Source: an optimization exercise on an open RTL-to-GDS flow (aim: small area and a short achievable clock period). Production flows keep margins and buffers that such runs may drop.
Only simulation tests tie the RTL to the original design; equivalence was not proved.
Power figures rest on the tool's default switching activity, not on a simulated workload.

==> design.v <==
module hpif_hist (
    input  wire [31:0] hist,
    input  wire [5:0]  fill,
    input  wire [1:0]  code,
    output reg  [31:0] hist_next,
    output reg  [5:0]  fill_next
);
    integer k;
    always @* begin
        if (fill == 6'd32) begin
            hist_next = {code, hist[31:2]};
            fill_next = 6'd32;
        end else begin
            hist_next = hist;
            for (k = 0; k < 16; k = k + 1)
                if (fill[5:1] == k[4:0])
                    hist_next[2*k +: 2] = code;
            fill_next = fill + 6'd2;
        end
    end
endmodule
module hpif_recog (
    input  wire [31:0] hist,    
    input  wire [5:0]  fill,    
    output reg         hit,
    output reg         bit_o,
    output reg         sync
);
    localparam [1:0] Z = 2'b00, P = 2'b01, N = 2'b10;
    reg [1:0]  w  [0:15];
    reg [15:0] wv;
    reg [4:0]  n;
    reg [1:0]  x, y;
    reg [1:0]  phase;    
    reg        done;
    reg  [4:0] idx;
    integer    j;
    always @* begin
        n = fill[5:1];
        for (j = 0; j < 16; j = j + 1) begin
            idx   = n - 5'd1 - j[4:0];
            wv[j] = (j[4:0] < n);
            w[j]  = wv[j] ? hist[{idx[3:0], 1'b0} +: 2] : Z;
        end
        hit   = 1'b0;
        bit_o = 1'b0;
        sync  = 1'b0;
        x     = w[2];
        y     = (w[2] == P) ? N : P;
        phase = 2'd1;
        done  = 1'b0;
        if (n >= 5'd4 && w[0] == Z && w[1] == Z && w[2] != Z) begin
            for (j = 3; j < 16; j = j + 1) begin
                if (!done) begin
                    if (!wv[j]) begin
                        done = 1'b1;
                    end else begin
                        case (phase)
                            2'd1: begin
                                if (w[j] == y)       phase = 2'd2;
                                else if (w[j] != x)  done  = 1'b1;
                            end
                            2'd2: begin
                                if (w[j] == x)       phase = 2'd3;
                                else if (w[j] != y)  done  = 1'b1;
                            end
                            default: begin
                                if (w[j] == y) begin
                                    sync = 1'b1;
                                    done = 1'b1;
                                end else if (w[j] != x) begin
                                    done = 1'b1;
                                end
                            end
                        endcase
                    end
                end
            end
            if (phase != 2'd1) begin
                hit   = 1'b1;
                bit_o = (y == P);
            end
        end
    end
endmodule
module hpif_device (
    input  wire        clk,
    input  wire        rst,
    input  wire        c_valid,
    input  wire [1:0]  c_kind,
    input  wire        din,
    input  wire [19:0] dev_id,
    output wire        dout,
    output reg         id_valid,
    output reg  [19:0] id,
    output reg         acc_valid
);
    reg configured;
    wire gate = c_valid && !configured && din;
    always @(posedge clk) begin
        if (rst) begin
            configured <= 1'b0;
            id         <= dev_id;
            id_valid   <= 1'b0;
            acc_valid  <= 1'b0;
        end else begin
            id_valid  <= gate && (c_kind == 2'd1);
            acc_valid <= gate && (c_kind == 2'd2);
            if (gate && c_kind == 2'd2)
                configured <= 1'b1;
        end
    end
    assign dout = configured;
endmodule
module hpif_core (
    input  wire        clk,
    input  wire        rst,
    input  wire        s_valid,
    input  wire [1:0]  s,
    input  wire [7:0]  echo_mask,
    output reg         bit_valid,
    output reg         bit_val,
    output reg         bit_sync,
    output reg         m_valid,
    output reg  [10:0] m,
    output reg  [2:0]  m_class,
    output wire        echo,
    output wire        fault,
    input  wire        c_valid,
    input  wire [1:0]  c_kind,
    input  wire        din,
    input  wire [19:0] dev_id,
    output wire        dout,
    output wire        id_valid,
    output wire [19:0] id,
    output wire        acc_valid
);
    localparam [1:0] CODE_BAD = 2'b11;
    reg  [31:0] hist;
    reg  [5:0]  fill;
    reg  [3:0]  bitoff;
    reg  [10:0] msgbits;
    reg         fault_r;
    wire [31:0] hist_push;
    wire [5:0]  fill_push;
    hpif_hist u_hist (
        .hist(hist), .fill(fill), .code(s),
        .hist_next(hist_push), .fill_next(fill_push)
    );
    wire bad_fill = fill[0] || (fill > 6'd32);
    wire bad_code = (s == CODE_BAD);
    wire step     = s_valid && !fault_r;
    wire step_ok  = step && !bad_fill && !bad_code;
    wire rec_hit, rec_bit, rec_sync;
    hpif_recog u_recog (
        .hist(hist_push), .fill(fill_push),
        .hit(rec_hit), .bit_o(rec_bit), .sync(rec_sync)
    );
    reg  [3:0]  off_base;
    reg  [10:0] msg_base;
    reg  [10:0] msg_app;
    reg  [3:0]  off_app;
    reg         append;
    integer     k;
    always @* begin
        append   = rec_hit && (rec_sync || bitoff != 4'd0);
        off_base = rec_sync ? 4'd0  : bitoff;
        msg_base = rec_sync ? 11'd0 : msgbits;
        msg_app  = msg_base;
        for (k = 0; k < 11; k = k + 1)
            if (off_base == k[3:0])
                msg_app[10-k] = rec_bit;
        off_app  = off_base + 4'd1;
    end
    function [2:0] msg_class;
        input [2:0] ctrl;
        begin
            case (ctrl)
                3'd4:         msg_class = 3'd1;
                3'd5:         msg_class = 3'd2;
                3'd6, 3'd7:   msg_class = 3'd3;
                default:      msg_class = 3'd0;
            endcase
        end
    endfunction
    always @(posedge clk) begin
        if (rst) begin
            hist      <= 32'd0;
            fill      <= 6'd0;
            bitoff    <= 4'd0;
            msgbits   <= 11'd0;
            fault_r   <= 1'b0;
            bit_valid <= 1'b0;
            bit_val   <= 1'b0;
            bit_sync  <= 1'b0;
            m_valid   <= 1'b0;
            m         <= 11'd0;
            m_class   <= 3'd0;
        end else begin
            bit_valid <= 1'b0;
            m_valid   <= 1'b0;
            if (step && !step_ok) begin
                fault_r <= 1'b1;
            end else if (step_ok) begin
                hist <= hist_push;
                fill <= fill_push;
                if (rec_hit) begin
                    bit_valid <= 1'b1;
                    bit_val   <= rec_bit;
                    bit_sync  <= rec_sync;
                end
                if (append) begin
                    if (off_app == 4'd11) begin
                        m_valid <= 1'b1;
                        m       <= msg_app;
                        m_class <= msg_class(msg_app[10:8]);
                        bitoff  <= 4'd0;
                        msgbits <= 11'd0;
                    end else begin
                        bitoff  <= off_app;
                        msgbits <= msg_app;
                    end
                end
            end
        end
    end
    assign fault = fault_r;
    assign echo  = !fault_r && (bitoff >= 4'd3) && echo_mask[msgbits[10:8]];
    hpif_device u_dev (
        .clk(clk), .rst(rst),
        .c_valid(c_valid), .c_kind(c_kind), .din(din), .dev_id(dev_id),
        .dout(dout), .id_valid(id_valid), .id(id), .acc_valid(acc_valid)
    );
endmodule
==> run.sh <==
#!/bin/bash
# synth_recipe.tcl (not shown) runs the flow's synth.tcl, then flattens the netlist and writes it again
# the make line also repeats each setting of config.mk as NAME=value (left out here)
make -C /OpenROAD-flow-scripts/flow DESIGN_CONFIG=/design/flow/config.mk WORK_HOME=/design/flow/orfs CLKGATE_MAP_FILE= SYNTH_SCRIPT=/design/flow/synth_recipe.tcl finish
==> config.mk <==
export PLATFORM = sky130hd
export DESIGN_NAME = hpif_core
export DESIGN_NICKNAME = hpif_core
export VERILOG_FILES = /design/flow/design.v
export SDC_FILE = /design/flow/constraint.sdc
export NUM_CORES = 4
export LEC_CHECK = 0
export CAP_MARGIN = 20
export CORE_MARGIN = 2
export CORE_UTILIZATION = 40
export SLEW_MARGIN = 20
==> constraint.sdc <==
create_clock -name core_clock -period 22.0 [get_ports {clk}]
set_input_delay 4.4000 -clock core_clock [delete_from_list [all_inputs] [get_ports {clk}]]
set_output_delay 4.4000 -clock core_clock [all_outputs]
set_load 0.01 [all_outputs]
==> implementation parameters <==
Parameter                              Value

Run status
  Run status    complete, no violations

Yosys
  Synthesized area per cell    8.09 µm²
  Sequential-to-total area share from yosys stat    19.6%
  Net count after synthesis    approximately 1400
  Number of warnings printed during yosys synthesis    5
  Yosys reg bits    between 90 and 100
  Prevailing post-synth register cell    dfxtp_1
  Post-synthesis instance area    ~11000 µm²
  Biggest area contributors in the synthesized netlist    dfxtp_1, mux2i_1, edfxtp_1
  Area share of the largest cell type after synthesis    roughly 14%
  Post-synth top cells    nor2_1, nand2_1, a21oi_1
  Count of unique library cells instantiated by Yosys    119
  Largest area contributor in the synthesized netlist    dfxtp_1
  Most repeated cell in the gate-level netlist after synthesis    nor2_1
  Number of flops mapped to enable cells by yosys    20
  Async set-reset flop share out of synthesis    0%
  Cell count after synthesis    between 1000 and 1500

Setup path
  CP max stage cell    or4_1
  Dominant cell type by count on the critical path    ha_1
  Family with the most delay on the worst path    compound AO/OA/AOI/OAI gates
  Type of element launching the critical path    input port
  Bufs and invs on worst path    12
  Required time of the critical path    roughly 22 ns
  Setup CP Type    in2reg
  Critical Path AT    21.31 ns
  Worst stage delay on the critical path    0.55 ns
  CP max FO    12
  Crit path capture type    register

Floorplanning
  Starting density of the core    40.6%
  Area of the placeable core    ~26000 µm²
  Vertical die dimension    approximately 170 µm
  Cell Rows    slightly below 60
  Die area    roughly 28000 µm²
  Top-level I/O count    80
  Chip width    166 µm

Drt
  Post-detailed-route wirelength per cell    ~20 µm
  Per-cell via count in the routed design    roughly 6.3
  Via count    11020
  DR pass1 iterations    9
  Detail Route Antenna Nets    0
  Routed WL    34900 µm
  Detailed router's first-iteration violation count    around 930
  DRC violation count after routing    0

Final layout
  Fillcell total    2537
  Share of layout cells above drive strength 1    a little under a fifth
  # nets final    between 1000 and 1500
  Number of antenna cells inserted    0
  Area taken by multi-input logic gates    8130 µm²
  Final cell utilization of the core    48.6%
  Reg area    ~2100 µm²
  Area growth syn-to-layout    19.8%
  Post-route non-filler standard cell count    between 1500 and 2000

Power and ir drop
  Maximum vdd ir drop    between 0.05 and 0.06 mV
  PD cells    ~85 nW/µm²
  Leakage dissipation    around 4.8 nW
  Power, Total    roughly 0.0011 W

CTS
  Hold-fix buffers, CTS    0
  Clock tree from TritonCTS    done
  CTS buffer count    9
  H-tree level count    3
  CTS root buffer    clkbuf_16
  Clock buffer depth    2
  Clock-pin slew on the worst setup and hold paths    around 0.07 ns
  Clock net sink count    93
  Clock latency on the worst-skew pair    around 0.36 ns

STA
  Count of final hold-check violations    0
  Worst slack on hold paths    roughly 0.46 ns
  Worst Tran Pin Value    ~1.1 ns
  Worst max-slew margin expressed relative to the limit    a little under a quarter
  Setup skew after layout    0.0183 ns
  Final TNS setup    0 ns
  Part of the cycle the worst path needs    between 90% and 100%
  Maximum frequency from static timing analysis    approximately 47 MHz
  Fin. max-slew vios    0
  Clock period minus final worst setup slack    21.07 ns
  Final count of negative-setup-slack endpoints    0

Global route
  Largest net degree at the start of global routing    67
  Wire length of the first global-routing pass    around 56000 µm
  Antenna violations before repair    0
  Number of global-route vias before repair    a little over 10000
  Remaining global-route overflow    0
  Total routing usage reported by global routing    24.4%

Place
  Placed wire-length estimate after detailed placement    25900 µm
  Cell Count Post-Placement    roughly 1700
  Placer congestion estimate    0.937
  Port buffer count    slightly below 80

Hold path
  Worst min-delay path category    reg2reg

Run
  Max capacitance violation total    0
[worst register-to-register path, delay by kind of cell (launching register included)]
family / cells / cell delay [ns]
AOI/OAI and AO/OA: 30 / 6.07
and+or+nand+nor: 26 / 5.79
adders and majority gates: 13 / 4.02
buffers and inverters: 14 / 2.46
muxes: 3 / 0.79
DFF: 1 / 0.33
[power by group]
part           switching, W  internal, W  total [W]
logic              0.000424     0.000301   0.000725
registers        0.00000499     0.000181   0.000186
clock network     0.0000725    0.0000838   0.000156
[path summary, 6_finish.rpt]
kind | start | end | slack [ns] | cells after the start
max | s[1] | m[8]$_SDFFE_PP0P_ | 0.93 | 82
min | msgbits[0]$_SDFFE_PP0P_ | msgbits[0]$_SDFFE_PP0P_ | 0.46 | 1
max reg2reg | fill[1]$_SDFFE_PP0P_ | m[8]$_SDFFE_PP0P_ | 2.40 | 86
min reg2reg | msgbits[0]$_SDFFE_PP0P_ | msgbits[0]$_SDFFE_PP0P_ | 0.46 | 1
[cell families (layout without fill, tap and decap cells)]
group                    Yosys count  after routing  share of synthesized area (%)
AO/OA/AOI/OAI                    407            407                           28.7
XOR/XNOR                          25             25                           2.28
adder cells (fa/ha/maj)           43             43                           5.11
buffers and inverters            129            232                           5.78
flip-flops                        93             93                           19.6
multiplexers                     110            110                           12.7
other                              1              1                         0.0356
AND/OR/NAND/NOR                  492            492                           25.7
[registers in the layout, indices dropped and copies added (netlist names)]
name and flops:
bit_val 1, m_class 2, u_dev.configured 1, bit_valid 1
u_dev.id 20, fault_r 1, hist 32, m_valid 1
u_dev.id_valid 1, m 11, u_dev.acc_valid 1, msgbits 11
fill 5, bit_sync 1, bitoff 4
[cell usage in the layout, fill, tap and decap left out, drive strengths merged, types with 9 or more instances in the layout]
cell type / instances
a211o: 9
a211oi: 32
a21o: 12
a21oi: 99
a221o: 16
a221oi: 22
a22oi: 9
and2: 13
and3: 21
buf: 88
clkbuf: 12
clkdlybuf4s50: 75
dfxtp: 73
edfxtp: 20
ha: 43
inv: 50
mux2: 29
mux2i: 67
mux4: 14
nand2: 101
nand2b: 28
nand3: 40
nand4: 14
nor2: 122
nor3: 55
nor3b: 22
nor4b: 9
o211ai: 31
o21ai: 44
o22ai: 24
o2bb2ai: 13
or2: 12
or3: 14
xnor2: 13
xor2: 11
[timing repair]
| item | CTS | global route |
|---|---|---|
| setup endpoints to repair | 1 | 32 |
| pin swaps | 0 | 21 |
| gates resized for setup | 1 | 64 |
| setup buffers | 0 | 14 |
| gates cloned | 0 | 4 |
[metal layers]
metal	global-route usage (%)	up-vias	routed length, µm
met5	0	-	0
met4	7.56	0	1060
met3	4.43	80	2650
met2	40.0	464	16000
met1	32.5	5285	15200
li1	-	5191	-
[final cells by class]
class	count	area share [%]
multi-input cells	1078	64.5
clock buffers	10	1.99
well taps	335	3.33
inverters	49	1.46
repair buffers	167	12.0
flip-flops and latches	93	16.4
clock inverters	6	0.328
[stage by stage]
stage	instance area, µm²	setup WS (ns)
after floorplan	10500	0.527
after global placement	11900	0.105
after detailed placement	11900	-0.325
after CTS	12200	0.0112
after global routing	12600	-0.0582
final	12600	0.933

## static timing again, ports no longer ideal
Ports are ideal in the flow. The routed layout listed here was re-timed in OpenROAD. Step 1, drivers: a clkbuf_16 drives clk and a buf_2 each remaining input, both assumed. Step 2 adds t to the input delays and takes it off the output delays; t is the mean of the earliest and latest rising clock arrival at the registers after step 1. Input paths then give back, and output paths get back, about the clock's delay inside the block. Slacks: ideal / step 1 / step 2; pairs: ideal / step 1.
shift t [ns]: 0.397
setup slack, ns: 0.933 / 0.950 / 0.553
clock arrival spread, ns: 0.018 / 0.018
slew at the worst register clock pin (ns): 0.08 / 0.08
After both steps setup and hold are still met in this run. For this run, drivers alone change the setup slack by +0.017 ns; drivers and shift together by -0.380 ns.
